From an optimization exercise on the open Yosys and OpenROAD flow, aimed at small area and few clock cycles; shortcuts taken in it are not production practice.
Function was not checked in any run shown here: the RTL went through the layout flow alone.
The clock port is modelled as an ideal driver; clocking choices that lean on that would not hold on a real chip.
Power figures rest on the tool's default switching activity, not on a simulated workload.

==> design.v <==
module fdc_top (
    input  wire        clk,
    input  wire        rst,           
    input  wire        cpu_req,
    input  wire        cpu_we,
    input  wire [2:0]  cpu_port,
    input  wire [7:0]  cpu_wdata,
    output reg         cpu_ack,
    output reg  [7:0]  cpu_rdata,
    input  wire        host_load,
    input  wire        host_eject,
    input  wire [20:0] med_size,
    output reg         med_re,
    output reg         med_we,
    output reg  [20:0] med_addr,
    output reg  [7:0]  med_wdata,
    input  wire [7:0]  med_rdata,
    output wire        irq,
    output wire        io_active,
    output reg         flush
);
    localparam PH_IDLE = 2'd0, PH_CMD = 2'd1, PH_EXEC = 2'd2, PH_RES = 2'd3;
    localparam S_READY = 2'd0, S_RDWAIT = 2'd1, S_FMT = 2'd2;
    localparam H_INVALID = 4'b0000, H_SENSEINT = 4'b0001,
               H_SPECIFY = 4'b0010, H_SEEK     = 4'b0011,
               H_SENSEDRV = 4'b0100, H_RECAL   = 4'b0101,
               H_READID  = 4'b0110, H_FORMAT   = 4'b0111,
               H_WRDEL   = 4'b1000, H_RDTRACK  = 4'b1001, H_SCAN     = 4'b1010,
               H_RDDEL   = 4'b1011, H_WRDATA   = 4'b1100, H_RDDATA   = 4'b1101;
    reg [1:0]  state;
    reg [1:0]  phase;
    reg [3:0]  idx;
    reg [3:0]  hq;                
    reg [2:0]  cb1_q;
    reg [7:0]  cb2_q, cb3_q, cb4_q, cb5_q;
    reg [4:0]  st0_q;             
    reg        sd_present;        
    reg [9:0]  moved;
    reg        tohost;            
    reg [11:0] lba;
    reg        lba_oob;
    reg [8:0]  off_lo;
    reg        off_zhi;
    reg        off_ok;            
    reg        rd_ok;             
    reg [7:0]  cur_c, cur_h, cur_r, cur_n;
    reg [7:0]  pcn;
    reg        irq_q;
    reg        nondma;
    reg        present;
    reg        changed;
    wire no_pending = moved[9];
    wire last_byte  = !moved[9] && (moved[8:0] == 9'd511);
    assign irq       = irq_q;
    assign io_active = present && (phase != PH_IDLE || !no_pending);
    wire ready        = (state == S_READY);
    wire req          = ready && cpu_req;
    wire is_data_port = (cpu_port[2:1] == 2'd0);
    wire is_port5     = (cpu_port == 3'd5);
    wire in_idle      = (phase == PH_IDLE);
    wire in_exec      = (phase == PH_EXEC);
    wire in_res       = (phase == PH_RES);
    wire acc_stub = (is_data_port || is_port5) && in_exec && no_pending;
    wire xfer_port   = is_data_port || (is_port5 && in_exec);
    wire acc_xfer_rd = !cpu_we && !no_pending &&  tohost && xfer_port;
    wire acc_xfer_wr =  cpu_we && !no_pending && !tohost && xfer_port;
    wire acc_cmd_byte = cpu_we && is_port5 && (in_idle || phase == PH_CMD);
    wire [4:0] wc = cpu_wdata[4:0];
    wire [3:0] idle_h =
        (wc == 5'h02) ? H_RDTRACK  : (wc == 5'h03) ? H_SPECIFY :
        (wc == 5'h04) ? H_SENSEDRV : (wc == 5'h05) ? H_WRDATA  :
        (wc == 5'h06) ? H_RDDATA   : (wc == 5'h07) ? H_RECAL   :
        (wc == 5'h08) ? H_SENSEINT : (wc == 5'h09) ? H_WRDEL   :
        (wc == 5'h0A) ? H_READID   : (wc == 5'h0C) ? H_RDDEL   :
        (wc == 5'h0D) ? H_FORMAT   : (wc == 5'h0F) ? H_SEEK    :
        (wc == 5'h11 || wc == 5'h19 || wc == 5'h1D) ? H_SCAN : H_INVALID;
    wire hq_last = hq[3] ? (idx == 4'd8) :
                   (hq[2:1] == 2'b01) ? (idx == 4'd2) :
                   (hq == H_FORMAT) ? (idx == 4'd5) : (idx == 4'd1);
    wire       idle_senseint = (idle_h == H_SENSEINT);
    wire       idle_run = (idle_h == H_INVALID) || idle_senseint;
    wire [3:0] cmd_h   = in_idle ? (idle_senseint ? H_SENSEINT : H_INVALID) : hq;
    wire       cmd_run = acc_cmd_byte && (in_idle ? idle_run : hq_last);
    wire [2:0] cb1     = (idx == 4'd1) ? cpu_wdata[2:0] : cb1_q;
    reg [15:0] chs_t, chs_18t, chs_r1, chs_lba;
    reg [15:0] ra, rb;
    reg        cy;
    integer    i;
    always @(*) begin
        ra = {7'd0, cb2_q, 1'b0};
        rb = {8'd0, cb3_q};
        cy = 1'b0;
        for (i = 0; i < 16; i = i + 1) begin
            chs_t[i] = ra[i] ^ rb[i] ^ cy;
            cy = (ra[i] & rb[i]) | (ra[i] & cy) | (rb[i] & cy);
        end
        ra = {chs_t[11:0], 4'd0};
        rb = {chs_t[14:0], 1'b0};
        cy = 1'b0;
        for (i = 0; i < 16; i = i + 1) begin
            chs_18t[i] = ra[i] ^ rb[i] ^ cy;
            cy = (ra[i] & rb[i]) | (ra[i] & cy) | (rb[i] & cy);
        end
        rb = {8'd0, cb4_q};
        cy = 1'b1;
        for (i = 0; i < 16; i = i + 1) begin
            chs_r1[i] = rb[i] ^ cy;
            cy = cy & ~rb[i];
        end
        ra = chs_18t;
        rb = chs_r1;
        cy = 1'b0;
        for (i = 0; i < 16; i = i + 1) begin
            chs_lba[i] = ra[i] ^ rb[i] ^ cy;
            cy = (ra[i] & rb[i]) | (ra[i] & cy) | (rb[i] & cy);
        end
    end
    wire        chs_neg = chs_lba[15];
    wire [11:0] rd_lba  = chs_neg ? 12'd0 : (chs_lba[14:0] > 15'd2879) ? 12'd2879 : chs_lba[11:0];
    wire        wr_oob  = (chs_lba[15:12] != 4'd0);
    wire       r_wrap = (cb4_q >= 8'd18);
    wire       h_wrap = r_wrap && (cb3_q != 8'd0);
    wire [7:0] adv_r  = r_wrap ? 8'd1 : cb4_q + 8'd1;
    wire [7:0] adv_h  = r_wrap ? {7'd0, !h_wrap} : cb3_q;
    wire [7:0] adv_c  = !h_wrap ? cb2_q : (cb2_q >= 8'd79) ? 8'd0 : {1'b0, cb2_q[6:0] + 7'd1};
    wire acc_soft_reset = cpu_we && ((cpu_port == 3'd2 && !cpu_wdata[2]) ||
                                     (cpu_port == 3'd4 &&  cpu_wdata[7]));
    wire fmt_start = req && cmd_run && cmd_h == H_FORMAT;
    wire fmt_mode  = fmt_start || (state == S_FMT);
    wire [8:0] fmt_cnt = {cb4_q[0], cb3_q};
    wire fmt_last  = (fmt_cnt == 9'd511);
    wire rd_wait = req && acc_xfer_rd && !rd_ok;
    wire xfer_mem = present && off_ok;
    wire wr_step = req && acc_xfer_wr;
    wire rd_step = (req && acc_xfer_rd && rd_ok) || (state == S_RDWAIT && cpu_req);
    wire step    = wr_step || rd_step;
    wire data_run = req && cmd_run && (cmd_h == H_RDDATA || cmd_h == H_WRDATA);
    wire do_load  = ready && !cpu_req && !host_eject && host_load;
    wire [8:0] off_inc   = off_lo + 9'd1;
    wire       off_clr   = data_run || do_load;
    wire       off_zhi_n = do_load || (off_zhi && !data_run);
    wire [8:0] off_lo_n  = off_clr ? 9'd0 : step ? off_inc : off_lo;
    wire        hi_zero = off_zhi_n && !fmt_mode;
    wire [8:0]  addr_lo = fmt_start ? 9'd0 : (state == S_FMT) ? fmt_cnt : wr_step ? off_lo : off_lo_n;
    wire [20:0] addr    = {hi_zero ? 12'd0 : lba, addr_lo};
    reg         addr_lt;
    integer     j;
    always @(*) begin
        addr_lt = 1'b0;      
        for (j = 0; j < 21; j = j + 1)
            addr_lt = (~addr[j] & med_size[j]) | (~(addr[j] ^ med_size[j]) & addr_lt);
    end
    wire        addr_in = !(lba_oob && !hi_zero) && addr_lt;
    wire [7:0] msr = {1'b1, in_res || (in_exec && tohost), in_exec, !in_idle, 4'b0000};
    wire       res_cur = (hq == H_RDDATA || hq == H_WRDATA ||
                          hq == H_READID || hq == H_FORMAT);
    reg  [7:0] res_byte;
    always @(*) begin
        case (idx[2:0])
            3'd0: res_byte = (hq == H_SENSEDRV) ?
                             {2'b00, sd_present, pcn == 8'd0, 1'b1, cb1_q} :
                             {st0_q[4], 1'b0, st0_q[3], 2'b00, st0_q[2:0]};
            3'd1: res_byte = (hq == H_SENSEINT) ? pcn : 8'h00;
            3'd3: res_byte = res_cur ? cur_c : cb2_q;
            3'd4: res_byte = res_cur ? cur_h : cb3_q;
            3'd5: res_byte = res_cur ? cur_r : cb4_q;
            3'd6: res_byte = (hq == H_FORMAT) ? cb2_q : res_cur ? cur_n : cb5_q;
            default: res_byte = 8'h00;
        endcase
    end
    always @(*) begin
        cpu_ack   = 1'b0;
        cpu_rdata = 8'h00;
        med_re    = present && addr_in && !fmt_mode && !wr_step;
        med_we    = present && addr_in && (fmt_mode || wr_step);
        med_addr  = addr;
        med_wdata = (state == S_FMT) ? cb5_q : cpu_wdata;
        flush     = 1'b0;
        case (state)
            S_READY: if (cpu_req) begin
                cpu_ack = !rd_wait && !fmt_start;
                if (acc_xfer_rd) begin
                    if (xfer_mem) cpu_rdata = med_rdata;
                end else if (!cpu_we) begin
                    case (cpu_port)
                        3'd2: cpu_rdata = {!no_pending, 7'd0};
                        3'd3: cpu_rdata = {irq_q, 7'd0};
                        3'd4: cpu_rdata = msr;
                        3'd5: if (in_res) cpu_rdata = res_byte;
                        3'd7: cpu_rdata = {changed, 7'd0};
                        default: cpu_rdata = 8'h00;
                    endcase
                end
                flush = acc_xfer_wr && present && last_byte;
            end
            S_RDWAIT: begin
                cpu_ack = cpu_req;
                if (xfer_mem) cpu_rdata = med_rdata;
            end
            S_FMT: begin
                if (fmt_last) begin
                    cpu_ack = cpu_req;
                    flush   = cpu_req && present;
                end
            end
            default: ;
        endcase
    end
    always @(posedge clk) begin
        off_lo  <= off_lo_n;
        off_zhi <= off_zhi_n;
        off_ok  <= addr_in;
        rd_ok   <= !fmt_mode && !wr_step && !data_run && !host_load;
        if (req && acc_cmd_byte) begin
            if (in_idle) hq <= idle_h;
            case (idx)
                4'd1: cb1_q <= cpu_wdata[2:0];
                4'd2: cb2_q <= cpu_wdata;
                4'd3: cb3_q <= cpu_wdata;
                4'd4: cb4_q <= cpu_wdata;
                4'd5: cb5_q <= cpu_wdata;
                default: ;
            endcase
        end
        if (fmt_start)
            {cb4_q[0], cb3_q} <= 9'd1;
        else if (state == S_FMT)
            {cb4_q[0], cb3_q} <= fmt_cnt + 9'd1;
        if (step) begin
            if (!present) changed <= 1'b1;
            moved <= moved + 10'd1;
            if (last_byte && in_exec) begin
                irq_q <= 1'b1;
                idx   <= 4'd0;
                phase <= PH_RES;
            end
        end
        case (state)
            S_READY: begin
                if (cpu_req) begin
                    if (rd_wait) begin
                        state <= S_RDWAIT;
                    end else if (fmt_start) begin
                        state <= S_FMT;
                    end else if (acc_stub) begin
                        irq_q <= 1'b1;
                        idx   <= 4'd0;
                        phase <= PH_RES;
                    end else if (cpu_we) begin
                        if (acc_soft_reset) begin
                            phase    <= PH_IDLE;
                            moved[9] <= 1'b1;
                        end
                        if (acc_cmd_byte) begin
                            idx   <= idx + 4'd1;
                            if (in_idle) idx <= 4'd1;
                            phase <= PH_CMD;
                            if (cmd_run) begin
                                idx <= 4'd0;
                                case (cmd_h)
                                    H_SPECIFY: begin
                                        nondma <= cpu_wdata[0];
                                        phase  <= PH_IDLE;
                                    end
                                    H_SENSEINT: begin
                                        irq_q <= 1'b0;
                                        phase <= PH_RES;
                                    end
                                    H_SENSEDRV: begin
                                        sd_present <= present;
                                        phase      <= PH_RES;
                                    end
                                    H_RECAL: begin
                                        pcn   <= 8'd0;
                                        st0_q <= {2'b01, 1'b0, cb1[1:0]};
                                        irq_q <= 1'b1;
                                        phase <= PH_IDLE;
                                    end
                                    H_SEEK: begin
                                        pcn   <= cpu_wdata;
                                        st0_q <= {2'b01, cb1};
                                        irq_q <= 1'b1;
                                        phase <= PH_IDLE;
                                    end
                                    H_RDDATA, H_WRDATA: begin
                                        tohost  <= (cmd_h == H_RDDATA);
                                        moved   <= 10'd0;
                                        if (cmd_h == H_RDDATA) begin
                                            lba     <= rd_lba;
                                            lba_oob <= 1'b0;
                                        end else begin
                                            lba     <= chs_lba[11:0];
                                            lba_oob <= wr_oob;
                                        end
                                        cur_c <= adv_c;
                                        cur_h <= adv_h;
                                        cur_r <= adv_r;
                                        cur_n <= cb5_q;
                                        st0_q <= {2'b00, cb1};
                                        irq_q <= 1'b1;
                                        phase <= nondma ? PH_EXEC : PH_RES;
                                    end
                                    H_RDTRACK, H_RDDEL, H_WRDEL, H_SCAN: begin
                                        tohost   <= (cmd_h == H_RDTRACK || cmd_h == H_RDDEL);
                                        moved[9] <= 1'b1;
                                        st0_q <= {2'b00, cb1};
                                        irq_q <= 1'b1;
                                        phase <= nondma ? PH_EXEC : PH_RES;
                                    end
                                    H_READID: begin
                                        if (!present) begin
                                            phase <= PH_IDLE;
                                        end else begin
                                            st0_q <= {2'b00, cb1};
                                            irq_q <= 1'b1;
                                            phase <= PH_RES;
                                        end
                                    end
                                    default: begin  
                                        st0_q <= 5'b10000;
                                        phase <= PH_RES;
                                    end
                                endcase
                            end
                        end
                    end else begin
                        if (cpu_port == 3'd5 && in_res) begin
                            idx <= idx + 4'd1;
                            if (idx[2:0] == ((hq == H_SENSEDRV || hq == H_INVALID) ? 3'd0 :
                                             (hq == H_SENSEINT) ? 3'd1 : 3'd6)) begin
                                phase <= PH_IDLE;
                                irq_q <= 1'b0;
                            end
                        end
                        if (cpu_port == 3'd7) changed <= 1'b0;
                    end
                end else if (host_eject) begin
                    if (present) begin
                        present  <= 1'b0;
                        changed  <= 1'b1;
                        phase    <= PH_IDLE;
                        moved[9] <= 1'b1;
                    end
                end else if (host_load) begin
                    present <= 1'b1;
                    changed <= 1'b1;
                end
            end
            S_RDWAIT: begin
                if (cpu_req) state <= S_READY;
            end
            S_FMT: begin
                if (!present) changed <= 1'b1;
                if (fmt_last && cpu_req) begin
                    st0_q <= {2'b00, cb1_q};
                    irq_q <= 1'b1;
                    idx   <= 4'd0;
                    phase <= PH_RES;
                    state <= S_READY;
                end
            end
            default: state <= S_READY;
        endcase
        if (rst) begin
            state    <= S_READY;
            phase    <= PH_IDLE;
            moved[9] <= 1'b1;
            st0_q    <= 5'd0;
            lba      <= 12'd0;
            lba_oob  <= 1'b0;
            cur_c    <= 8'd0;
            cur_h    <= 8'd0;
            cur_r    <= 8'd1;
            cur_n    <= 8'd2;
            pcn      <= 8'd0;
            irq_q    <= 1'b0;
            nondma   <= 1'b1;
            present  <= 1'b0;
            changed  <= 1'b0;
        end
    end
endmodule
==> flow/run.sh <==
#!/bin/bash
# Own layout flow: the standard flow (standard.sh) with two changes.
#  1. After the standard synthesis, the combinational logic between the
#     registers is mapped again by ABC with an area-oriented script
#     (remap.abc). The registers stay exactly as the standard synthesis made
#     them: the same cells with the same names.
#  2. ORFS settings (extra.mk): port buffers as buf_1 cells, and a clock tree
#     of clkbuf_4/clkbuf_8 cells without dummy loads.
# Each step writes its full output to a log file of its own here.
set -euo pipefail
WORK=$PWD
RES=$WORK/orfs/results/$FLOW_PLATFORM/fdc_top/base
LIB=$FLOW_HOME/platforms/$FLOW_PLATFORM/lib/sky130_fd_sc_hd__tt_025C_1v80.lib

cat flow/extra.mk >> config.mk

# 1. the standard synthesis
bash standard.sh synth > log_1_synth.txt 2>&1
cp "$RES/1_2_yosys.v" "$WORK/synth_standard.v"

# 2. map the combinational logic again, keeping the registers
DONT_USE=$(awk '/^export DONT_USE_CELLS/ {on=1} on {print} on && !/\\$/ {on=0}' \
    "$FLOW_HOME/platforms/$FLOW_PLATFORM/config.mk" | sed 's/export DONT_USE_CELLS *+= *//; s/\\//g' | tr -s ' \n' ' ')
DU_ARGS=""
for c in $DONT_USE; do DU_ARGS="$DU_ARGS -dont_use $c"; done
cat > remap.ys <<YS
read_liberty -ignore_miss_func $LIB
read_verilog $WORK/synth_standard.v
hierarchy -top $FLOW_TOP
blackbox sky130_fd_sc_hd__*df*
flatten
opt_clean -purge
techmap
opt -fast
abc -script $WORK/flow/remap.abc -liberty $LIB $DU_ARGS
opt_clean -purge
hilomap -singleton -hicell sky130_fd_sc_hd__conb_1 HI -locell sky130_fd_sc_hd__conb_1 LO
insbuf -buf sky130_fd_sc_hd__buf_4 A X
opt_clean -purge
select -module $FLOW_TOP
stat -liberty $LIB
write_verilog -noattr -nohex -nodec -selected $WORK/synth_remapped.v
YS
yosys -s remap.ys > log_2_remap.txt 2>&1
# the registers must be those of the standard synthesis
regs() { grep -oE 'sky130_fd_sc_hd__[a-z]*df[a-z0-9_]* +[^ (]+' "$1" | sort; }
if ! cmp -s <(regs "$WORK/synth_standard.v") <(regs "$WORK/synth_remapped.v"); then
    echo "remapped netlist changed the registers" >&2
    exit 1
fi
cp "$WORK/synth_remapped.v" "$RES/1_2_yosys.v"
touch "$RES/1_2_yosys.v"

# 3. the rest of the standard flow, from the new netlist
bash standard.sh > log_3_layout.txt 2>&1
==> flow/extra.mk <==

# own flow settings (flow/extra.mk)
export BUFFER_PORTS_ARGS = -buffer_cell sky130_fd_sc_hd__buf_1
export CTS_ARGS = -sink_clustering_enable -repair_clock_nets -dont_use_dummy_load -sink_clustering_size 30 -sink_clustering_max_diameter 100 -buf_list {sky130_fd_sc_hd__clkbuf_4 sky130_fd_sc_hd__clkbuf_8}
export RECOVER_POWER = 100
==> flow/remap.abc <==
strash
&get -n
&deepsyn -T 60
&put
dch -f
amap
==> standard.sh <==
#!/bin/bash
# synth_recipe.tcl (not shown) runs the flow's synth.tcl, then flattens the netlist and writes it again
# the make line also repeats each setting of config.mk as NAME=value (left out here)
make -C /OpenROAD-flow-scripts/flow DESIGN_CONFIG=/design/flow/config.mk WORK_HOME=/design/flow/orfs CLKGATE_MAP_FILE= SYNTH_SCRIPT=/design/flow/synth_recipe.tcl "${@:-finish}"
==> config.mk <==
export PLATFORM = sky130hd
export DESIGN_NAME = fdc_top
export DESIGN_NICKNAME = fdc_top
export VERILOG_FILES = /design/flow/design.v
export SDC_FILE = /design/flow/constraint.sdc
export NUM_CORES = 4
export LEC_CHECK = 0
export CAP_MARGIN = 20
export CORE_MARGIN = 2
export CORE_UTILIZATION = 65
export SLEW_MARGIN = 20

# own flow settings (flow/extra.mk)
export BUFFER_PORTS_ARGS = -buffer_cell sky130_fd_sc_hd__buf_1
export CTS_ARGS = -sink_clustering_enable -repair_clock_nets -dont_use_dummy_load -sink_clustering_size 30 -sink_clustering_max_diameter 100 -buf_list {sky130_fd_sc_hd__clkbuf_4 sky130_fd_sc_hd__clkbuf_8}
export RECOVER_POWER = 100
==> constraint.sdc <==
create_clock -name core_clock -period 10.0 [get_ports {clk}]
set_input_delay 2.0000 -clock core_clock [delete_from_list [all_inputs] [get_ports {clk}]]
set_output_delay 2.0000 -clock core_clock [all_outputs]
set_load 0.01 [all_outputs]
==> summary.txt, run 1 <==
STA
  – Period minus WS final: roughly 9.2 ns
  – Slew @ Worst Pin: between 1.5 and 2 ns
  – Hold slack: 0.442 ns
  – Max-Slew Margin vs Limit: -0.0550
  – RSZ-0062 raised after global routing: no
  – Final Max Slew Viols: 10
  – Fmax: ~110 MHz
  – Number of hold violations in the final report: 0
  – Clock Skew: around 0.018 ns
  – Final period util: 0.917
  – # setup viols final: 0
  – Setup TNS: 0 ns

Cells and area
  – Nets@finish: between 1000 and 1500
  – Share of cells above drive strength 1: 0.0190
  – P&R area growth vs syn: 10.8%
  – ANT cells: 0

CTS
  – Clock sinks: approximately 130
  – PostCTS Resize Cnt: 0
  – Reg clk slew, reported paths: 0.07 ns
  – # hold bufs at CTS: 0
  – CTS Buffer Depth: 2
  – H-tree depth: 4
  – Number of CTS-inserted buffers: 17
  – CTS tree: built
  – Clk latency of the worst-skew pair: between 0.4 and 0.5 ns
  – Clock root buffer: clkbuf_8
  – Post-CTS setup buffers: 0

Floorplanning
  – Die width: 110 um
  – Initial core utilization: 0.670
  – # IOs: a little under 90
  – Die Footprint: 12100 um^2
  – Std-Cell Rows: 38
  – Core ar.: around 11000 um^2
  – Die Height: ~110 um

Critical path
  – Setup crit start kind: flip-flop
  – Crit Path Class: flip-flop to output pin
  – Critical Path AT: between 7 and 8 ns
  – Crit-path slowest cell: edfxtp_1
  – Crit-path max FO: 9
  – CP Data Required Time: approximately 8.0 ns
  – Largest stage delay, worst path: ~0.57 ns
  – Worst setup EP type: output pin
  – CP dominant cell by count: nor2_1

Global route
  – Overflow after GRT: 0
  – Largest net degree at the start of global routing: 26
  – All-layer global routing usage: 0.410
  – Vias in the first global route: between 7000 and 8000
  – Global-route wire length before repair: 36600 um
  – Initial antenna violation count: 0

Synth
  – Cells after synthesis: 989
  – Synthesized cell area: roughly 7300 um^2
  – Syn nets: roughly 1000
  – Syn_area_per_cell: roughly 7.4 um^2
  – Warnings from Yosys: 1

Drt
  – Pre-antenna DRT Iters: 8
  – Routed Antenna Nets: 0
  – DR vias/cell: between 6 and 7
  – WL/cell: approximately 20 um
  – Via count: 8031
  – Post-route DRC: 0
  – Initial DRC count: around 1200
  – WL final: roughly 24000 um

Status
  – Status: complete, but fails checks
  – SO Faults: max-capacitance violations, max-slew violations

Place
  – GPL Wtd Cong: 0.997
  – Number of port buffers: 88
  – Detail Placement HPWL: around 19000 um

Min path
  – Hold WC Path Type: flip-flop to flip-flop

Power and ir drop
  – Pwr/cell area: about 150 nW/um^2
  – Lkg Pwr: between 0.002 and 0.003 uW
  – Maximum vdd ir drop: around 0.11 mV

Flow run
  – Total of max-cap violations: 1
routing by layer:
metal  vias to the layer above  global-route usage  wire length, um
met4                         0               0.197             1100
li1                       3796                   -                -
met1                      3609               0.522             9460
met5                         -                   0                0
met2                       531               0.649            11000
met3                        95               0.107             2840
final cells by class:
type	count	area [um^2]
multi-input cells	675	3630
inverters	181	679
fillers	884	2810
clock buffers	17	234
well taps	140	175
flip-flops and latches	133	2980
repair buffers	97	379
metrics by stage:
step | utilization | cell area (um^2) | total power, uW | cells | setup WS [ns]
after floorplan | - | 7290 | 820 | 989 | 1.96
after global placement | 0.723 | 7870 | 904 | 1226 | 1.30
after detailed placement | 0.723 | 7870 | 908 | 1226 | 1.09
after CTS | 0.744 | 8100 | 1230 | 1243 | 1.03
after global routing | 0.742 | 8080 | 1290 | 1243 | 0.320
final | 0.742 | 8080 | 1240 | 1243 | 0.832
where the power goes:
part | switching [uW] | leakage, uW | internal, uW
clock network | 182 | 0.000122 | 149
registers | 31.4 | 0.00111 | 577
logic | 201 | 0.00142 | 96.8
flip-flops by register name (all words and copies together), names as in the netlist, 5 cells and up:
| register | cells |
|---|---|
| cur_n | 8 |
| cb2_q | 8 |
| pcn | 8 |
| cur_c | 8 |
| lba | 12 |
| cb3_q | 8 |
| cb4_q | 8 |
| cb5_q | 8 |
| moved | 10 |
| off_lo | 9 |
| st0_q | 5 |
| cur_r | 8 |
| cur_h | 8 |
worst max-delay path, delay by kind of cell (launching register included):
| family | cells | cell delay (ns) |
|---|---|---|
| buffers and inverters | 7 | 1.82 |
| DFF | 1 | 0.57 |
| and+or+nand+nor | 14 | 1.77 |
| AOI/OAI and AO/OA | 14 | 2.56 |
final timing paths:
| kind | start | to | slack [ns] | cells past startpoint |
|---|---|---|---|---|
| worst min-delay path | cur_r[6] | cur_r[6] | 0.44 | 2 |
| worst max-delay path | hq[2] | med_re | 0.83 | 35 |
| worst max register to register | hq[2] | off_ok | 3.57 | 32 |
| worst min register to register | cur_r[6] | cur_r[6] | 0.44 | 2 |
layout by cell type, fill, tap and decap left out, types with 4 or more instances in the layout:
cell type / instances
a2111oi_0: 4
a211oi_1: 5
a21oi_1: 49
a221oi_1: 4
a222oi_1: 5
a22oi_1: 11
a31oi_1: 9
and3_1: 6
buf_1: 79
buf_4: 4
clkbuf_1: 14
clkbuf_8: 17
clkinv_1: 181
dfxtp_1: 101
edfxtp_1: 32
nand2_1: 86
nand3_1: 19
nand4_1: 18
nor2_1: 160
nor2b_1: 5
nor3_1: 41
nor4_1: 16
o211ai_1: 4
o21a_1: 13
o21ai_0: 71
o221ai_1: 23
o22a_1: 7
o22ai_1: 63
o32ai_1: 7
or2_0: 8
or3_1: 10
==> run 2, diff against run 1 <==
==> flow/remap.abc (replaced) <==
strash
&get -n
&deepsyn -T 60
&put
dch -f
amap -m -F 4 -A 8
--- a/config.mk
+++ b/config.mk
@@ -9,3 +9,3 @@
 export CORE_MARGIN = 2
-export CORE_UTILIZATION = 65
+export CORE_UTILIZATION = 40
 export SLEW_MARGIN = 20
==> run 2 against run 1 <==
Effect of this change: still fails the layout checks on max-capacitance violations, max-slew violations; sequential cell count stayed put; total power decreased by 8.3%; clock power about the same; worst hold slack gained 0.027 ns; synthesized area down 1.7%; synthesized cell count is 3.1% lower; global-route usage fell by 14 points; core utilization decreased by 28 points; combinational power shrank 32%; critical endpoint is now med_we; largest power group unchanged.
==> summary.txt, run 2 <==
Critical path
  – Critical Path AT: 6.87 ns (was 7.17 ns)
  – Setup crit start kind: input pin (was flip-flop)
  – Crit-path leading delay family: simple AND/OR/NAND/NOR gates (was compound AO/OA/AOI/OAI gates)
  – Crit Path Class: input pin to output pin (was flip-flop to output pin)
  – Crit-path max FO: 7 (was 9)
  – Worst setup EP type: output pin (unchanged)
  – Worst r2r src: cb3_q[2] (was hq[2])
  – CP Data Required Time: 8.00 ns (about the same)
  – CP dominant cell by count: nor2_1 (unchanged)
  – Register-to-register setup slack: 3.64 ns (was 3.57 ns)
  – Crit-path slowest cell: nor3_1 (was edfxtp_1)
  – R2r endpoint: lba[4] (was off_ok)
  – R2R depth: 31 (was 32)
  – Largest stage delay, worst path: 0.46 ns (was 0.57 ns)
  – Worst Path Buf+Inv: 7 (unchanged)

Floorplanning
  – Die width: 138 um (was 110 um)
  – Die Footprint: 19000 um^2 (was 12100 um^2)
  – Core ar.: 17400 um^2 (was 10900 um^2)
  – Die Height: 138 um (was 110 um)
  – # IOs: 89 (unchanged)
  – Std-Cell Rows: 48 (was 38)
  – Initial core utilization: 0.412 (was 0.670)

CTS
  – Reg clk slew, reported paths: 0.07 ns (about the same)
  – H-tree depth: 4 (unchanged)
  – PostCTS Resize Cnt: 0 (unchanged)
  – CTS tree: built (unchanged)
  – Clock root buffer: clkbuf_8 (unchanged)
  – Number of CTS-inserted buffers: 17 (unchanged)
  – Clock sinks: 133 (unchanged)
  – Post-CTS setup buffers: 0 (unchanged)
  – # hold bufs at CTS: 0 (unchanged)
  – CTS Buffer Depth: 2 (unchanged)
  – Clk latency of the worst-skew pair: 0.45 ns (was 0.47 ns)

Drt
  – DR vias/cell: 5.78 (was 6.46)
  – WL final: 24600 um (was 24300 um)
  – Pre-antenna DRT Iters: 8 (unchanged)
  – WL/cell: 19.0 um (was 19.6 um)
  – Via count: 7497 (was 8031)
  – Initial DRC count: 669 (was 1151)
  – Post-route DRC: 0 (unchanged)
  – Routed Antenna Nets: 0 (unchanged)

Power and ir drop
  – Combinational power share: 0.178 (was 0.241)
  – Sw Share: 0.305 (was 0.335)
  – Lkg Pwr: 0.00265 uW (about the same)
  – Total power: 1140 uW (was 1240 uW)
  – Maximum vdd ir drop: 0.0871 mV (was 0.108 mV)
  – Int Pwr: 789 uW (was 823 uW)
  – P_sw: 346 uW (was 415 uW)
  – Part of the power in registers: 0.529 (was 0.492)
  – Clk pwr share: 0.293 (was 0.268)
  – Pwr/cell area: 141 nW/um^2 (was 153 nW/um^2)

Cells and area
  – Most common cell after layout, fill and taps aside: clkinv_1 (unchanged)
  – Largest Register: lba (unchanged)
  – Commonest non-fill, non-tap cells in the layout: 183 x clkinv_1, 170 x nor2_1, 101 x dfxtp_1 (was 181 x clkinv_1, 160 x nor2_1, 101 x dfxtp_1)
  – P&R area growth vs syn: 12.5% (was 10.8%)
  – Regs by FF count: lba: 12 flops, moved: 10 flops, off_lo: 9 flops (unchanged)
  – Nets@finish: 1119 (was 1151)
  – ANT cells: 0 (unchanged)
  – Largest register FFs: 12 (unchanged)
  – Share of cells above drive strength 1: 0.0205 (was 0.0190)

STA
  – Fmax: 113 MHz (was 109 MHz)
  – Setup TNS: 0 ns (unchanged)
  – Slew @ Worst Pin: 2.10 ns (was 1.57 ns)
  – # setup viols final: 0 (unchanged)
  – Clock Skew: 0.0162 ns (was 0.0179 ns)
  – Final period util: 0.887 (was 0.917)
  – Number of hold violations in the final report: 0 (unchanged)
  – RSZ-0062 raised after global routing: no (unchanged)
  – Max-Slew Margin vs Limit: -0.397 (was -0.0550)
  – Final Max Slew Viols: 44 (was 10)
  – Period minus WS final: 8.87 ns (was 9.17 ns)

Synth
  – Syn_area_per_cell: 7.48 um^2 (was 7.37 um^2)
  – Synthesized cell area: 7170 um^2 (was 7290 um^2)
  – Cells after synthesis: 958 (was 989)
  – Warnings from Yosys: 1 (unchanged)
  – Syn nets: 1004 (was 1035)

Min path
  – Hold WC Path Type: flip-flop to flip-flop (unchanged)
  – Hold path endpoint: moved[1] (was cur_r[6])
  – Hold Path Origin: moved[1] (was cur_r[6])
  – Hold path cells: 2 (unchanged)

Global route
  – Global-route wire length before repair: 37500 um (was 36600 um)
  – Vias in the first global route: 6698 (was 7087)
  – All-layer global routing usage: 0.266 (was 0.410)
  – Overflow after GRT: 0 (unchanged)
  – Largest net degree at the start of global routing: 44 (was 26)
  – Initial antenna violation count: 0 (unchanged)

Place
  – Number of port buffers: 88 (unchanged)
  – Detail Placement HPWL: 18900 um (was 18600 um)
  – GPL Wtd Cong: 0.931 (was 0.997)

Status
  – SO Faults: max-capacitance violations, max-slew violations (unchanged)
  – Status: complete, but fails checks (unchanged)

Flow run
  – Total of max-cap violations: 1 (unchanged)
run 2: tightest hold or removal path, cell delays in order (launching register included):
cell and delay, ns:
dfxtp_1 0.32, clkinv_1 0.05, a211oi_1 0.05
run 2: metrics by stage:
step | area, um^2 | instances | util | hold slack (ns) | worst slack [ns]
floorplan | 7170 | 958 | - | 0.432 | 2.06
global placement | 7830 | 1278 | 0.450 | 0.452 | 1.57
detailed placement | 7830 | 1278 | 0.450 | 0.460 | 1.31
CTS | 8070 | 1295 | 0.463 | 0.470 | 1.29
global route | 8060 | 1296 | 0.463 | 0.490 | 0.455
finish | 8060 | 1296 | 0.463 | 0.470 | 1.13
run 2: power by group through the flow:
stage	clock (uW)	sequential, uW	combinational (uW)
3_3_place_gp	0	611	197
2_1_floorplan	0	602	137
3_5_place_dp	0	612	198
5_1_grt	361	603	226
6_report	333	600	202
4_1_cts	339	600	199
run 2: layout make-up:
cell class / count / area, um^2
flip-flops and latches: 133 / 2980
fillers: 1834 / 9360
repair buffers: 96 / 373
clock buffers: 17 / 234
inverters: 183 / 687
multi-input cells: 642 / 3500
well taps: 225 / 282
run 2: worst max-delay path by stage:
| stage | from | endpoint | slack [ns] | cells after the start |
|---|---|---|---|---|
| after floorplan | cpu_req | med_re | 2.06 | 26 |
| after global placement | cpu_req | med_re | 1.57 | 30 |
| after detailed placement | cpu_req | med_we | 1.31 | 30 |
| after CTS | cpu_req | med_we | 1.29 | 30 |
| after global routing | cpu_req | med_we | 0.46 | 33 |
| final | cpu_req | med_we | 1.13 | 33 |
run 2: metal layers:
layer,share of wire,vias to the layer above,global-route usage
met5,0,-,0
met4,0.028,0,0.0964
met3,0.086,42,0.0731
met2,0.45,319,0.412
met1,0.44,3414,0.356
li1,-,3722,-
==> run 3, diff against run 2 <==
--- a/flow/run.sh
+++ b/flow/run.sh
@@ -7,3 +7,4 @@
 #  2. ORFS settings (extra.mk): port buffers as buf_1 cells, and a clock tree
-#     of clkbuf_4/clkbuf_8 cells without dummy loads.
+#     of clkbuf_4 cells without dummy loads, whose buffers with a slow output
+#     become clkbuf_8 cells after the clock tree is built (post_cts.tcl).
 # Each step writes its full output to a log file of its own here.
@@ -15,2 +16,3 @@
 cat flow/extra.mk >> config.mk
+echo "export POST_CTS_TCL = $WORK/flow/post_cts.tcl" >> config.mk
 
==> flow/extra.mk (replaced) <==

# own flow settings (flow/extra.mk)
export BUFFER_PORTS_ARGS = -buffer_cell sky130_fd_sc_hd__buf_1
export CTS_ARGS = -sink_clustering_enable -repair_clock_nets -dont_use_dummy_load -buf_list {sky130_fd_sc_hd__clkbuf_4}
==> flow/post_cts.tcl (new file) <==
estimate_parasitics -placement
set fdc_upsized 0
foreach inst [get_cells *] {
  if {[get_property [get_lib_cells -of_objects $inst] name] ne "sky130_fd_sc_hd__clkbuf_4"} { continue }
  set pin [get_pins -of_objects $inst -filter "direction == output"]
  set slew [get_property $pin slew_max]
  if {$slew > 0.100} {
    replace_cell $inst sky130_fd_sc_hd__clkbuf_8
    incr fdc_upsized
  }
}
puts "post_cts: $fdc_upsized clock buffers upsized to clkbuf_8"
if {$fdc_upsized > 0} {
  detailed_placement
  check_placement -verbose
  estimate_parasitics -placement
}
--- a/config.mk
+++ b/config.mk
@@ -14,3 +14,3 @@
 export BUFFER_PORTS_ARGS = -buffer_cell sky130_fd_sc_hd__buf_1
-export CTS_ARGS = -sink_clustering_enable -repair_clock_nets -dont_use_dummy_load -sink_clustering_size 30 -sink_clustering_max_diameter 100 -buf_list {sky130_fd_sc_hd__clkbuf_4 sky130_fd_sc_hd__clkbuf_8}
-export RECOVER_POWER = 100
+export CTS_ARGS = -sink_clustering_enable -repair_clock_nets -dont_use_dummy_load -buf_list {sky130_fd_sc_hd__clkbuf_4}
+export POST_CTS_TCL = /design/flow/flow/post_cts.tcl
==> run 3 against run 2 <==
Effect of this change: the flow now stops in clock tree synthesis; synthesized cell count up 0.94%; synthesized area grew 0.58%.
==> summary.txt, run 3 <==
Floorplanning
  – Die width: 138 um (about the same)
  – Std-Cell Rows: 49 (was 48)
  – # IOs: 89 (unchanged)
  – Die Height: 138 um (about the same)
  – Initial core utilization: 0.404 (was 0.412)

Synth
  – Cells after synthesis: 967 (was 958)
  – Synthesized cell area: 7210 um^2 (was 7170 um^2)
  – Syn nets: 1013 (was 1004)
  – Syn_area_per_cell: 7.46 um^2 (was 7.48 um^2)
  – Warnings from Yosys: 1 (unchanged)

Status
  – Status: aborted with a tool error (was complete, but fails checks)
  – Exit stage: clock tree synthesis
  – First error: [ERROR STA-2201] get_property -object_type must be specified with object name argument.

Place
  – GPL Wtd Cong: 0.951 (was 0.931)
  – Area after DPL: 7890 um^2 (was 7830 um^2)
  – Number of port buffers: 88 (unchanged)
  – Post-Place Cells: 1292 (was 1278)
  – Detail Placement HPWL: 18900 um (about the same)
[run 3: power groups by stage]
| stage | registers, uW | logic (uW) | clock network, uW |
|---|---|---|---|
| after floorplan | 620 | 240 | 0 |
| after global placement | 634 | 323 | 0 |
| after detailed placement | 634 | 323 | 0 |
[run 3: worst max path at each step]
stage | from | endpoint | slack [ns] | cells past startpoint
global placement | cpu_port[2] | med_re | 1.43 | 30
floorplan | cpu_port[1] | med_re | 1.83 | 27
detailed placement | cpu_port[2] | med_re | 1.26 | 30
[run 3: metrics by stage]
stage	worst slack [ns]	total power, uW	util	hold slack [ns]
after floorplan	1.83	860	-	0.403
after global placement	1.43	957	0.442	0.413
after detailed placement	1.26	957	0.442	0.422
==> run 4, diff against run 3 <==
--- a/design.v
+++ b/design.v
@@ -130,3 +130,3 @@
     wire [8:0] fmt_cnt = {cb4_q[0], cb3_q};
-    wire fmt_last  = (fmt_cnt == 9'd511);
+    wire fmt_last  = (fmt_cnt == 9'h100);    
     wire rd_wait = req && acc_xfer_rd && !rd_ok;
@@ -143,3 +143,3 @@
     wire        hi_zero = off_zhi_n && !fmt_mode;
-    wire [8:0]  addr_lo = fmt_start ? 9'd0 : (state == S_FMT) ? fmt_cnt : wr_step ? off_lo : off_lo_n;
+    wire [8:0]  addr_lo = fmt_start ? 9'h1ff : (state == S_FMT) ? fmt_cnt : wr_step ? off_lo : off_lo_n;
     wire [20:0] addr    = {hi_zero ? 12'd0 : lba, addr_lo};
@@ -225,5 +225,5 @@
         if (fmt_start)
-            {cb4_q[0], cb3_q} <= 9'd1;
+            {cb4_q[0], cb3_q} <= 9'd0;
         else if (state == S_FMT)
-            {cb4_q[0], cb3_q} <= fmt_cnt + 9'd1;
+            {cb4_q[0], cb3_q} <= {fmt_cnt[7:0], ~(fmt_cnt[8] ^ fmt_cnt[4])};
         if (step) begin
==> flow/post_cts.tcl (replaced) <==
estimate_parasitics -placement
set fdc_upsized 0
foreach inst [[ord::get_db_block] getInsts] {
  if {[[$inst getMaster] getName] ne "sky130_fd_sc_hd__clkbuf_4"} { continue }
  set name [$inst getName]
  set slew [get_property [get_pins $name/X] slew_max]
  if {$slew > 0.100} {
    replace_cell [get_cells $name] sky130_fd_sc_hd__clkbuf_8
    incr fdc_upsized
  }
}
puts "post_cts: $fdc_upsized clock buffers upsized to clkbuf_8"
if {$fdc_upsized > 0} {
  detailed_placement
  check_placement -verbose
  estimate_parasitics -placement
}
==> run 4 against run 3 <==
Effect of this change: synthesized cell count grew 0.41%; the run now finishes clean; synthesized area is essentially flat.
==> summary.txt, run 4 <==
STA
  – Max-Slew Margin vs Limit: 0.287
  – Number of hold violations in the final report: 0
  – # setup viols final: 0
  – Final worst setup slack: 0.581 ns
  – Slew @ Worst Pin: about 1.1 ns
  – Final period util: 0.942
  – Clock Skew: 0.0318 ns
  – Fmax: approximately 110 MHz
  – Final Max Slew Viols: 0
  – Setup TNS: 0 ns
  – Period minus WS final: roughly 9.4 ns

Power and ir drop
  – Sw Share: 0.261
  – Maximum vdd ir drop: 0.0730 mV
  – Part of the power in registers: 0.598
  – Pwr/cell area: between 100 and 150 nW/um^2
  – Lkg Pwr: between 0.002 and 0.003 uW
  – Int Pwr: 689 uW
  – Combinational power share: 0.088
  – P_sw: 244 uW
  – Clk pwr share: 0.314

Cells and area
  – Largest Register: lba
  – Most common cell after layout, fill and taps aside: clkinv_1
  – Commonest non-fill, non-tap cells in the layout: 177 x clkinv_1, 136 x nor2_1, 101 x dfxtp_1
  – Regs by FF count: lba: 12 flops, moved: 10 flops, off_lo: 9 flops
  – ANT cells: 0
  – Nets@finish: around 1100
  – Share of cells above drive strength 1: 0.0423
  – Non-Filler Instances: between 1000 and 1500
  – Post-route cell area: just over 8000 um^2
  – P&R area growth vs syn: 13.0%
  – Largest register FFs: 12

Synth
  – Cells after synthesis: 971 (was 967)
  – Warnings from Yosys: 1 (unchanged)
  – Syn nets: 1017 (was 1013)
  – Syn_area_per_cell: 7.43 um^2 (was 7.46 um^2)
  – Synthesized cell area: 7210 um^2 (about the same)

Floorplanning
  – Die Footprint: ~19000 um^2
  – Std-Cell Rows: 49 (unchanged)
  – Initial core utilization: 0.404 (about the same)
  – # IOs: 89 (unchanged)
  – Core ar.: around 18000 um^2
  – Die width: 138 um (about the same)
  – Die Height: 138 um (about the same)

Global route
  – All-layer global routing usage: 0.267
  – Vias in the first global route: between 7000 and 8000
  – Global-route wire length before repair: 39900 um
  – Initial antenna violation count: 0
  – Overflow after GRT: 0
  – Largest net degree at the start of global routing: 29

Drt
  – DR vias/cell: 5.93
  – Routed Antenna Nets: 0
  – Via count: 7807
  – Post-route DRC: 0
  – WL final: about 26000 um
  – WL/cell: about 20 um
  – Pre-antenna DRT Iters: 6
  – Initial DRC count: 913

Flow run
  – Total of max-cap violations: 0

Status
  – Status: finished clean (was aborted with a tool error)

Critical path
  – Critical Path AT: between 7 and 8 ns
  – R2R depth: 33
  – R2r endpoint: lba[10]
  – Crit-path max FO: 8
  – Worst r2r src: cb3_q[2]
  – Largest stage delay, worst path: 0.27 ns
  – CP Depth: between 40 and 50
  – Setup crit start: cpu_port[1]
  – CP Data Required Time: approximately 8 ns
  – Crit-path slowest cell: clkinv_1
  – CP endpoint: med_we
  – Worst Path Buf+Inv: 7
  – Crit-path leading delay family: compound AO/OA/AOI/OAI gates
  – Setup crit start kind: input pin
  – Crit Path Class: input pin to output pin
  – Worst setup EP type: output pin
  – Register-to-register setup slack: ~3.1 ns

Place
  – Number of port buffers: 88 (unchanged)
  – Pre-CTS setup slack: 0.182 ns (was 1.26 ns)
  – Area after DPL: 7890 um^2 (about the same)
  – Detail Placement HPWL: 20000 um (was 18900 um)
  – GPL Wtd Cong: 0.976 (was 0.951)
  – Post-Place Cells: 1296 (was 1292)

Min path
  – Hold WC Path Type: flip-flop to flip-flop
  – Hold Path Origin: cur_r[5]

CTS
  – CTS tree: built
  – Reg clk slew, reported paths: roughly 0.080 ns
  – Clock sinks: approximately 130
  – Clk latency of the worst-skew pair: between 0.4 and 0.5 ns
## run 4: layout make-up
class	count	area (um^2)
fill	1842	9690
clock buffer	17	178
multi-input combinational	656	3600
inverter	182	687
timing repair buffer	99	413
tap	229	287
sequential	133	2980
## run 4: worst min-delay path, stage by stage (launching register included)
cell,delay [ns]
dfxtp_1,0.31
clkinv_1,0.06
nor2_1,0.04
## run 4: power groups by stage
stage	Sequential [uW]	Clock, uW	Combinational, uW
final	558	293	82.4
after global routing	558	318	90.7
after detailed placement	570	0	79.5
after global placement	570	0	79.8
after floorplan	568	0	47.5
## run 4: how the worst min path moves through the flow
stage	end	slack, ns	cells past startpoint
floorplan	cur_r[5]	0.40	2
global placement	cur_r[7]	0.43	2
detailed placement	off_zhi	0.43	2
global route	cur_r[7]	0.47	2
finish	cur_r[5]	0.45	2
## run 4: stage by stage
step	power (uW)	util	hold WS, ns
final	933	0.457	0.446
after global routing	967	0.457	0.465
after detailed placement	649	0.442	0.431
after global placement	650	0.442	0.427
after floorplan	616	-	0.403
## run 4: per-layer routing
metal  track usage  vias up  wire length (um)
met4         0.107        0               822
li1              -     3762                 -
met2         0.413      368             11700
met1         0.369     3620             11400
met5             0        -                 0
met3        0.0544       57              2190
==> run 5, diff against run 4 <==
--- a/design.v
+++ b/design.v
@@ -37,3 +37,4 @@
     reg        sd_present;        
-    reg [9:0]  moved;
+    reg        win_closed;
+    reg [8:0]  win_pos;
     reg        tohost;            
@@ -51,4 +52,4 @@
     reg        changed;
-    wire no_pending = moved[9];
-    wire last_byte  = !moved[9] && (moved[8:0] == 9'd511);
+    wire no_pending = win_closed;
+    wire last_byte  = !win_closed && (win_pos == 9'h100);
     assign irq       = irq_q;
@@ -230,3 +231,4 @@
             if (!present) changed <= 1'b1;
-            moved <= moved + 10'd1;
+            win_pos <= (win_pos == 9'h1ff) ? 9'd0 : {win_pos[7:0], ~(win_pos[8] ^ win_pos[4])};
+            if (last_byte) win_closed <= 1'b1;
             if (last_byte && in_exec) begin
@@ -251,3 +253,3 @@
                             phase    <= PH_IDLE;
-                            moved[9] <= 1'b1;
+                            win_closed <= 1'b1;
                         end
@@ -286,3 +288,4 @@
                                         tohost  <= (cmd_h == H_RDDATA);
-                                        moved   <= 10'd0;
+                                        win_closed <= 1'b0;
+                                        win_pos <= 9'h1ff;
                                         if (cmd_h == H_RDDATA) begin
@@ -304,3 +307,3 @@
                                         tohost   <= (cmd_h == H_RDTRACK || cmd_h == H_RDDEL);
-                                        moved[9] <= 1'b1;
+                                        win_closed <= 1'b1;
                                         st0_q <= {2'b00, cb1};
@@ -341,3 +344,3 @@
                         phase    <= PH_IDLE;
-                        moved[9] <= 1'b1;
+                        win_closed <= 1'b1;
                     end
@@ -366,3 +369,3 @@
             phase    <= PH_IDLE;
-            moved[9] <= 1'b1;
+            win_closed <= 1'b1;
             st0_q    <= 5'd0;
==> run 5 against run 4 <==
Effect of this change: still clean on timing, DRC and antenna; total power increased by 10%; design area is 5.0% higher; sequential power up 3%; critical path depth up 3; die area grew 1.2%; largest power group unchanged.
==> summary.txt, run 5 <==
Status
  – Status: finished clean (unchanged)

Floorplanning
  – Initial core utilization: 0.406 (was 0.404)
  – # IOs: 89 (unchanged)
  – Core ar.: 18000 um^2 (was 17800 um^2)
  – Die Height: 139 um (was 138 um)
  – Std-Cell Rows: 49 (unchanged)
  – Die Footprint: 19300 um^2 (was 19100 um^2)
  – Die width: 139 um (was 138 um)

Power and ir drop
  – Lkg Pwr: 0.00281 uW (was 0.00271 uW)
  – Maximum vdd ir drop: 0.0737 mV (was 0.0730 mV)
  – Pwr/cell area: 120 nW/um^2 (was 114 nW/um^2)
  – Total power: 1030 uW (was 933 uW)

Cells and area
  – Most common cell after layout, fill and taps aside: clkinv_1 (unchanged)
  – ANT cells: 0 (unchanged)
  – Share of cells above drive strength 1: 0.0877 (was 0.0423)
  – P&R area growth vs syn: 17.2% (was 13.0%)
  – Fill cell count: 1848 (was 1842)
  – Largest Register: lba (unchanged)
  – Non-Filler Instances: 1347 (was 1316)
  – Nets@finish: 1166 (was 1135)
  – Commonest non-fill, non-tap cells in the layout: 208 x clkinv_1, 137 x nor2_1, 101 x dfxtp_1 (was 177 x clkinv_1, 136 x nor2_1, 101 x dfxtp_1)
  – Regs by FF count: lba: 12 flops, off_lo: 9 flops, win_pos: 9 flops (was lba: 12 flops, moved: 10 flops, off_lo: 9 flops)
  – Largest register FFs: 12 (unchanged)
  – Post-route cell area: 8560 um^2 (was 8150 um^2)

Critical path
  – Setup crit start kind: input pin (unchanged)
  – Crit-path leading delay family: compound AO/OA/AOI/OAI gates (unchanged)
  – CP Data Required Time: 8.00 ns (about the same)
  – R2r endpoint: off_ok (was lba[10])
  – Worst Path Buf+Inv: 6 (was 7)
  – Crit-path slowest cell: a222oi_1 (was clkinv_1)
  – Crit-path max FO: 4 (was 8)
  – CP dominant cell by count: o21ai_1
  – Worst r2r src: idx[2] (was cb3_q[2])
  – Worst setup EP type: output pin (unchanged)
  – Critical Path AT: 7.55 ns (was 7.42 ns)
  – CP endpoint: med_re (was med_we)
  – CP Depth: 46 (was 43)
  – R2R depth: 39 (was 33)
  – Largest stage delay, worst path: 0.42 ns (was 0.27 ns)
  – Setup crit start: cpu_port[1] (unchanged)
  – Register-to-register setup slack: 3.82 ns (was 3.14 ns)
  – Crit Path Class: input pin to output pin (unchanged)

Global route
  – Vias in the first global route: 7162 (was 7212)
  – Initial antenna violation count: 0 (unchanged)
  – Overflow after GRT: 0 (unchanged)
  – All-layer global routing usage: 0.262 (was 0.267)
  – Global-route wire length before repair: 39600 um (was 39900 um)
  – Largest net degree at the start of global routing: 43 (was 29)

CTS
  – Reg clk slew, reported paths: 0.07 ns (was 0.08 ns)
  – Clk latency of the worst-skew pair: 0.44 ns (was 0.45 ns)
  – Clock sinks: 133 (unchanged)
  – CTS tree: built (unchanged)

STA
  – Hold slack: 0.445 ns (was 0.446 ns)
  – Final Max Slew Viols: 0 (unchanged)
  – Final period util: 0.955 (was 0.942)
  – Fmax: 105 MHz (was 106 MHz)
  – Final worst setup slack: 0.448 ns (was 0.581 ns)
  – # setup viols final: 0 (unchanged)
  – Number of hold violations in the final report: 0 (unchanged)
  – Clock Skew: 0.0361 ns (was 0.0318 ns)
  – Max-Slew Margin vs Limit: 0.292 (was 0.287)
  – RSZ-0062 raised after global routing: yes
  – Period minus WS final: 9.55 ns (was 9.42 ns)
  – Slew @ Worst Pin: 1.05 ns (was 1.07 ns)

Drt
  – Routed Antenna Nets: 0 (unchanged)
  – Post-route DRC: 0 (unchanged)
  – Pre-antenna DRT Iters: 7 (was 6)
  – Initial DRC count: 914 (was 913)
  – WL final: 25800 um (was 26100 um)
  – WL/cell: 19.2 um (was 19.8 um)
  – Via count: 7930 (was 7807)
  – DR vias/cell: 5.89 (was 5.93)

Synth
  – Syn nets: 1022 (was 1017)
  – Syn_area_per_cell: 7.48 um^2 (was 7.43 um^2)
  – Cells after synthesis: 976 (was 971)
  – Synthesized cell area: 7300 um^2 (was 7210 um^2)
  – Warnings from Yosys: 1 (unchanged)

Place
  – Area after DPL: 8130 um^2 (was 7890 um^2)
  – Post-Place Cells: 1320 (was 1296)
  – Number of port buffers: 88 (unchanged)
  – GPL Wtd Cong: 0.988 (was 0.976)
  – Detail Placement HPWL: 20000 um (about the same)
  – Pre-CTS setup slack: -0.0823 ns (was 0.182 ns)

Flow run
  – Total of max-cap violations: 0 (unchanged)

Min path
  – Hold path cells: 2 (unchanged)
  – Hold WC Path Type: flip-flop to flip-flop (unchanged)
-- run 5: area by class of cell --
class	count	area, um^2	area share
Clock buffer	17	178	0.0208
Inverter	217	817	0.0955
Multi-Input combinational cell	626	3670	0.429
Sequential cell	133	2980	0.349
Timing Repair Buffer	125	619	0.0724
Tap cell	229	287	0.0335
-- run 5: metal layers --
layer / global-route usage / up-vias / part of all wire
met1: 0.355 / 3670 / 0.43
met2: 0.436 / 377 / 0.47
met4: 0.0675 / 0 / 0.022
met5: 0 / - / 0
li1: - / 3831 / -
met3: 0.0435 / 52 / 0.078
-- run 5: report_power, final --
| part | switching, uW | internal [uW] |
|---|---|---|
| sequential | 14.1 | 558 |
| clock | 179 | 113 |
| combinational | 110 | 53.9 |
| total | 303 | 724 |
-- run 5: metrics by stage --
step | util | TNS, ns
3_5_place_dp | 0.452 | -0.159
2_1_floorplan | - | 0
6_report | 0.476 | 0
5_1_grt | 0.476 | -0.279
3_3_place_gp | 0.452 | -0.00741
-- run 5: worst reg2reg max path: cells and delay by family, from the launching register on --
kind / cells / cell delay, ns
flip-flops: 1 / 0.47
AND/OR/NAND/NOR: 9 / 1.41
buffers and inverters: 3 / 0.62
AO/OA/AOI/OAI: 27 / 3.63
-- run 5: worst min path at each step --
stage / slack, ns / end / startpoint
final: 0.44 / cur_r[6] / cur_r[6]
after detailed placement: 0.44 / cur_r[6] / cur_r[6]
after floorplan: 0.40 / cur_r[6] / cur_r[6]
after global routing: 0.46 / cur_r[6] / cur_r[6]
after global placement: 0.42 / cur_r[6] / cur_r[6]
==> run 6, diff against run 5 <==
--- a/design.v
+++ b/design.v
@@ -37,4 +37,3 @@
     reg        sd_present;        
-    reg        win_closed;
-    reg [8:0]  win_pos;
+    reg [9:0]  moved;
     reg        tohost;            
@@ -52,4 +51,4 @@
     reg        changed;
-    wire no_pending = win_closed;
-    wire last_byte  = !win_closed && (win_pos == 9'h100);
+    wire no_pending = moved[9];
+    wire last_byte  = !moved[9] && (moved[8:0] == 9'd511);
     assign irq       = irq_q;
@@ -231,4 +230,3 @@
             if (!present) changed <= 1'b1;
-            win_pos <= (win_pos == 9'h1ff) ? 9'd0 : {win_pos[7:0], ~(win_pos[8] ^ win_pos[4])};
-            if (last_byte) win_closed <= 1'b1;
+            moved <= moved + 10'd1;
             if (last_byte && in_exec) begin
@@ -253,3 +251,3 @@
                             phase    <= PH_IDLE;
-                            win_closed <= 1'b1;
+                            moved[9] <= 1'b1;
                         end
@@ -288,4 +286,3 @@
                                         tohost  <= (cmd_h == H_RDDATA);
-                                        win_closed <= 1'b0;
-                                        win_pos <= 9'h1ff;
+                                        moved   <= 10'd0;
                                         if (cmd_h == H_RDDATA) begin
@@ -307,3 +304,3 @@
                                         tohost   <= (cmd_h == H_RDTRACK || cmd_h == H_RDDEL);
-                                        win_closed <= 1'b1;
+                                        moved[9] <= 1'b1;
                                         st0_q <= {2'b00, cb1};
@@ -344,3 +341,3 @@
                         phase    <= PH_IDLE;
-                        win_closed <= 1'b1;
+                        moved[9] <= 1'b1;
                     end
@@ -369,3 +366,3 @@
             phase    <= PH_IDLE;
-            win_closed <= 1'b1;
+            moved[9] <= 1'b1;
             st0_q    <= 5'd0;
--- a/flow/run.sh
+++ b/flow/run.sh
@@ -4,7 +4,7 @@
 #     registers is mapped again by ABC with an area-oriented script
-#     (remap.abc). The registers stay exactly as the standard synthesis made
-#     them: the same cells with the same names.
+#     (remap.abc), from four random seeds in parallel; the smallest result is
+#     kept. The registers stay exactly as the standard synthesis made them:
+#     the same cells with the same names.
 #  2. ORFS settings (extra.mk): port buffers as buf_1 cells, and a clock tree
-#     of clkbuf_4 cells without dummy loads, whose buffers with a slow output
-#     become clkbuf_8 cells after the clock tree is built (post_cts.tcl).
+#     of clkbuf_4 cells without dummy loads.
 # Each step writes its full output to a log file of its own here.
@@ -16,3 +16,2 @@
 cat flow/extra.mk >> config.mk
-echo "export POST_CTS_TCL = $WORK/flow/post_cts.tcl" >> config.mk
 
@@ -27,3 +26,5 @@
 for c in $DONT_USE; do DU_ARGS="$DU_ARGS -dont_use $c"; done
-cat > remap.ys <<YS
+for S in 1 2 3 4; do
+    sed "s/@SEED@/$S/" flow/remap.abc > remap_$S.abc
+    cat > remap_$S.ys <<YS
 read_liberty -ignore_miss_func $LIB
@@ -36,3 +37,3 @@
 opt -fast
-abc -script $WORK/flow/remap.abc -liberty $LIB $DU_ARGS
+abc -script $WORK/remap_$S.abc -liberty $LIB $DU_ARGS
 opt_clean -purge
@@ -42,6 +43,23 @@
 select -module $FLOW_TOP
-stat -liberty $LIB
-write_verilog -noattr -nohex -nodec -selected $WORK/synth_remapped.v
+tee -o $WORK/remap_$S.area stat -liberty $LIB
+write_verilog -noattr -nohex -nodec -selected $WORK/synth_remapped_$S.v
 YS
-yosys -s remap.ys > log_2_remap.txt 2>&1
+    yosys -s remap_$S.ys > log_2_remap_$S.txt 2>&1 &
+done
+wait
+BEST=""
+BEST_AREA=""
+for S in 1 2 3 4; do
+    A=$(grep 'Chip area' remap_$S.area | awk '{print $NF}' || true)
+    echo "seed $S: area $A" >> log_2_remap.txt
+    [[ -n "$A" && -f synth_remapped_$S.v ]] || continue
+    if [[ -z "$BEST" ]] || awk -v a="$A" -v b="$BEST_AREA" 'BEGIN {exit !(a < b)}'; then
+        BEST=$S
+        BEST_AREA=$A
+    fi
+done
+[[ -n "$BEST" ]] || { echo "no remapped netlist" >&2; exit 1; }
+echo "kept seed $BEST" >> log_2_remap.txt
+cp "synth_remapped_$BEST.v" "$WORK/synth_remapped.v"
+
 # the registers must be those of the standard synthesis
==> flow/remap.abc (replaced) <==
strash
&get -n
&deepsyn -T 75 -S @SEED@
&put
dch -f
amap -m -F 4 -A 8
--- a/config.mk
+++ b/config.mk
@@ -15,2 +15 @@
 export CTS_ARGS = -sink_clustering_enable -repair_clock_nets -dont_use_dummy_load -buf_list {sky130_fd_sc_hd__clkbuf_4}
-export POST_CTS_TCL = /design/flow/flow/post_cts.tcl
removed: flow/post_cts.tcl
==> run 6 against run 5 <==
Effect of this change: combinational power is 33% lower; non-clock buffer count decreased by 21; register-to-register slack got worse by 1.1 ns; maximum frequency rose by 0.24%; synthesized cell count down 2.7%; core utilization shrank 1.1 points; critical path type unchanged; critical endpoint is now med_we.
==> summary.txt, run 6 <==
Status
  – Status: finished clean (unchanged)

Critical path
  – Register-to-register setup slack: 2.74 ns (was 3.82 ns)
  – R2r endpoint: lba[11] (was off_ok)
  – Crit Path Class: input pin to output pin (unchanged)
  – Setup crit start kind: input pin (unchanged)
  – CP dominant cell by count: nand2_1 (was o21ai_1)
  – Worst r2r src: cb3_q[2] (was idx[2])
  – R2R depth: 32 (was 39)
  – Crit-path slowest cell: or3_1 (was a222oi_1)
  – Worst setup EP type: output pin (unchanged)
  – Largest stage delay, worst path: 0.42 ns (about the same)
  – Crit-path leading delay family: compound AO/OA/AOI/OAI gates (unchanged)
  – Worst Path Buf+Inv: 7 (was 6)
  – CP Data Required Time: 8.00 ns (about the same)
  – Crit-path max FO: 6 (was 4)
  – Critical Path AT: 7.53 ns (was 7.55 ns)

CTS
  – H-tree depth: 4
  – Clk latency of the worst-skew pair: 0.56 ns (was 0.44 ns)
  – Clock root buffer: clkbuf_4
  – Number of CTS-inserted buffers: 17
  – CTS tree: built (unchanged)
  – Clock sinks: 133 (unchanged)
  – Reg clk slew, reported paths: 0.09 ns (was 0.07 ns)
  – CTS Buffer Depth: 2
  – # hold bufs at CTS: 0

Cells and area
  – Share of cells above drive strength 1: 0.0439 (was 0.0877)
  – Post-route cell area: 8110 um^2 (was 8560 um^2)
  – Largest Register: lba (unchanged)
  – Most common cell after layout, fill and taps aside: clkinv_1 (unchanged)
  – P&R area growth vs syn: 13.1% (was 17.2%)
  – Regs by FF count: lba: 12 flops, moved: 10 flops, off_lo: 9 flops (was lba: 12 flops, off_lo: 9 flops, win_pos: 9 flops)
  – Non-Filler Instances: 1297 (was 1347)
  – Commonest non-fill, non-tap cells in the layout: 172 x clkinv_1, 140 x nor2_1, 101 x dfxtp_1 (was 208 x clkinv_1, 137 x nor2_1, 101 x dfxtp_1)
  – Largest register FFs: 12 (unchanged)
  – Nets@finish: 1119 (was 1166)

Synth
  – Synthesized cell area: 7170 um^2 (was 7300 um^2)
  – Cells after synthesis: 950 (was 976)
  – Warnings from Yosys: 1 (unchanged)
  – Syn_area_per_cell: 7.55 um^2 (was 7.48 um^2)
  – Syn nets: 996 (was 1022)

Drt
  – Post-route DRC: 0 (unchanged)
  – Routed Antenna Nets: 0 (unchanged)
  – WL/cell: 19.1 um (was 19.2 um)
  – Via count: 7695 (was 7930)
  – Pre-antenna DRT Iters: 7 (unchanged)
  – WL final: 24800 um (was 25800 um)
  – DR vias/cell: 5.93 (was 5.89)
  – Initial DRC count: 800 (was 914)

STA
  – Fmax: 105 MHz (about the same)
  – Period minus WS final: 9.53 ns (was 9.55 ns)
  – Final Max Slew Viols: 0 (unchanged)
  – Slew @ Worst Pin: 1.15 ns (was 1.05 ns)
  – Clock Skew: 0.0319 ns (was 0.0361 ns)
  – # setup viols final: 0 (unchanged)
  – Final period util: 0.953 (was 0.955)
  – Max-Slew Margin vs Limit: 0.232 (was 0.292)
  – Number of hold violations in the final report: 0 (unchanged)

Flow run
  – Total of max-cap violations: 0 (unchanged)

Floorplanning
  – Initial core utilization: 0.412 (was 0.406)
  – Die Height: 138 um (was 139 um)
  – Core ar.: 17400 um^2 (was 18000 um^2)
  – Die width: 138 um (was 139 um)
  – Die Footprint: 19000 um^2 (was 19300 um^2)
  – Std-Cell Rows: 48 (was 49)
  – # IOs: 89 (unchanged)

Place
  – GPL Wtd Cong: 0.963 (was 0.988)
  – Detail Placement HPWL: 19000 um (was 20000 um)
  – Area after DPL: 7910 um^2 (was 8130 um^2)
  – Number of port buffers: 88 (unchanged)
  – Post-Place Cells: 1278 (was 1320)

Power and ir drop
  – Lkg Pwr: 0.00257 uW (was 0.00281 uW)
  – Combinational power share: 0.119 (was 0.160)
  – Sw Share: 0.277 (was 0.295)
  – Maximum vdd ir drop: 0.0791 mV (was 0.0737 mV)
  – Part of the power in registers: 0.612 (was 0.557)
  – Pwr/cell area: 114 nW/um^2 (was 120 nW/um^2)
  – Int Pwr: 667 uW (was 724 uW)
  – Clk pwr share: 0.269 (was 0.284)
  – P_sw: 256 uW (was 303 uW)

Min path
  – Hold WC Path Type: flip-flop to flip-flop (unchanged)
  – Hold path endpoint: lba[7] (was cur_r[6])
  – Hold Path Origin: lba[7] (was cur_r[6])
  – Hold path cells: 2 (unchanged)

Global route
  – Largest net degree at the start of global routing: 25 (was 43)
  – Vias in the first global route: 6911 (was 7162)
  – Overflow after GRT: 0 (unchanged)
  – All-layer global routing usage: 0.265 (was 0.262)
  – Global-route wire length before repair: 37900 um (was 39600 um)
  – Initial antenna violation count: 1 (was 0)
==> run 6: area by class of cell <==
type	count	area, um^2
Fill cell	1816	9310
Multi-Input combinational cell	643	3610
Sequential cell	133	2980
Inverter	174	653
Timing Repair Buffer	104	453
Tap cell	225	282
Clock buffer	17	128
Antenna cell	1	2.50
==> run 6: power groups by stage <==
stage                     sequential (uW)  combinational (uW)  clock (uW)
after global placement                577                 106           0
final                                 565                 110         248
after floorplan                       573                69.6           0
after detailed placement              577                 106           0
after global routing                  566                 123         274
after CTS                             565                 107         251
==> run 6: worst max path at each step <==
| stage | slack [ns] | endpoint | from | depth (start not counted) |
|---|---|---|---|---|
| 2_1_floorplan | 0.41 | med_re | cpu_port[2] | 35 |
| 3_3_place_gp | 0.21 | med_re | cpu_port[2] | 36 |
| 3_5_place_dp | 0.08 | med_re | cpu_port[2] | 36 |
| 4_1_cts | 0.03 | med_re | cpu_port[2] | 36 |
| 5_1_grt | -0.009 | med_re | cpu_port[2] | 36 |
| 6_report | 0.47 | med_we | cpu_port[2] | 38 |
==> run 6: metal layers <==
layer  part of all wire  global-route usage
met1               0.42               0.354
met2               0.46               0.419
met3              0.090              0.0683
met5                  0                   0
met4              0.029              0.0901
==> run 6: per-stage QoR <==
stage	worst slack, ns	setup TNS [ns]	hold WS, ns	total power, uW	util
2_1_floorplan	0.411	0	0.418	642	-
3_3_place_gp	0.213	0	0.437	683	0.454
3_5_place_dp	0.0784	0	0.446	683	0.454
4_1_cts	0.0342	0	0.465	922	0.461
5_1_grt	-0.00893	-0.00893	0.479	963	0.466
6_report	0.472	0	0.459	923	0.466
==> run 6: what timing repair did <==
item                                   CTS  global route
buffers inserted                         0             1
setup endpoints to repair                0             2
endpoints found under the hold margin    0             0
resized for setup                        0            16
==> run 6: worst min-delay path, cell delays in order (launching register included) <==
cell and delay, ns:
dfxtp_1 0.31, clkinv_1 0.05, o22ai_1 0.06

[port drivers added, routing unchanged]
The results above use ideal ports. As a check the final layouts listed here were re-extracted and re-timed, cells and wires unchanged.
Step 1: set_driving_cell puts a clkbuf_16 on clk and a buf_2 on each other input, an assumption about the parent block.
Step 2 moves the port delays by t, midway between the first and last clock arrival at a register: inputs arrive t later, outputs are due t later. That takes back most of the time a late clock gives input paths.
Slacks: ideal ports / drivers / drivers and shift; pairs: ideal ports / drivers.
run	shift t [ns]	setup slack, ns	cell pins on the clock port's net
run 1	0.494	0.832 / 0.795 / 0.975	1
run 2	0.485	1.125 / 1.100 / 1.100	1
run 4	0.470	0.581 / 0.555 / 0.555	1
run 5	0.460	0.448 / 0.418 / 0.418	1
run 6	0.581	0.472 / 0.448 / 0.448	1
The setup slack of run 5, which loses most, moves by -0.030 ns with the drivers and by -0.030 ns with both steps.
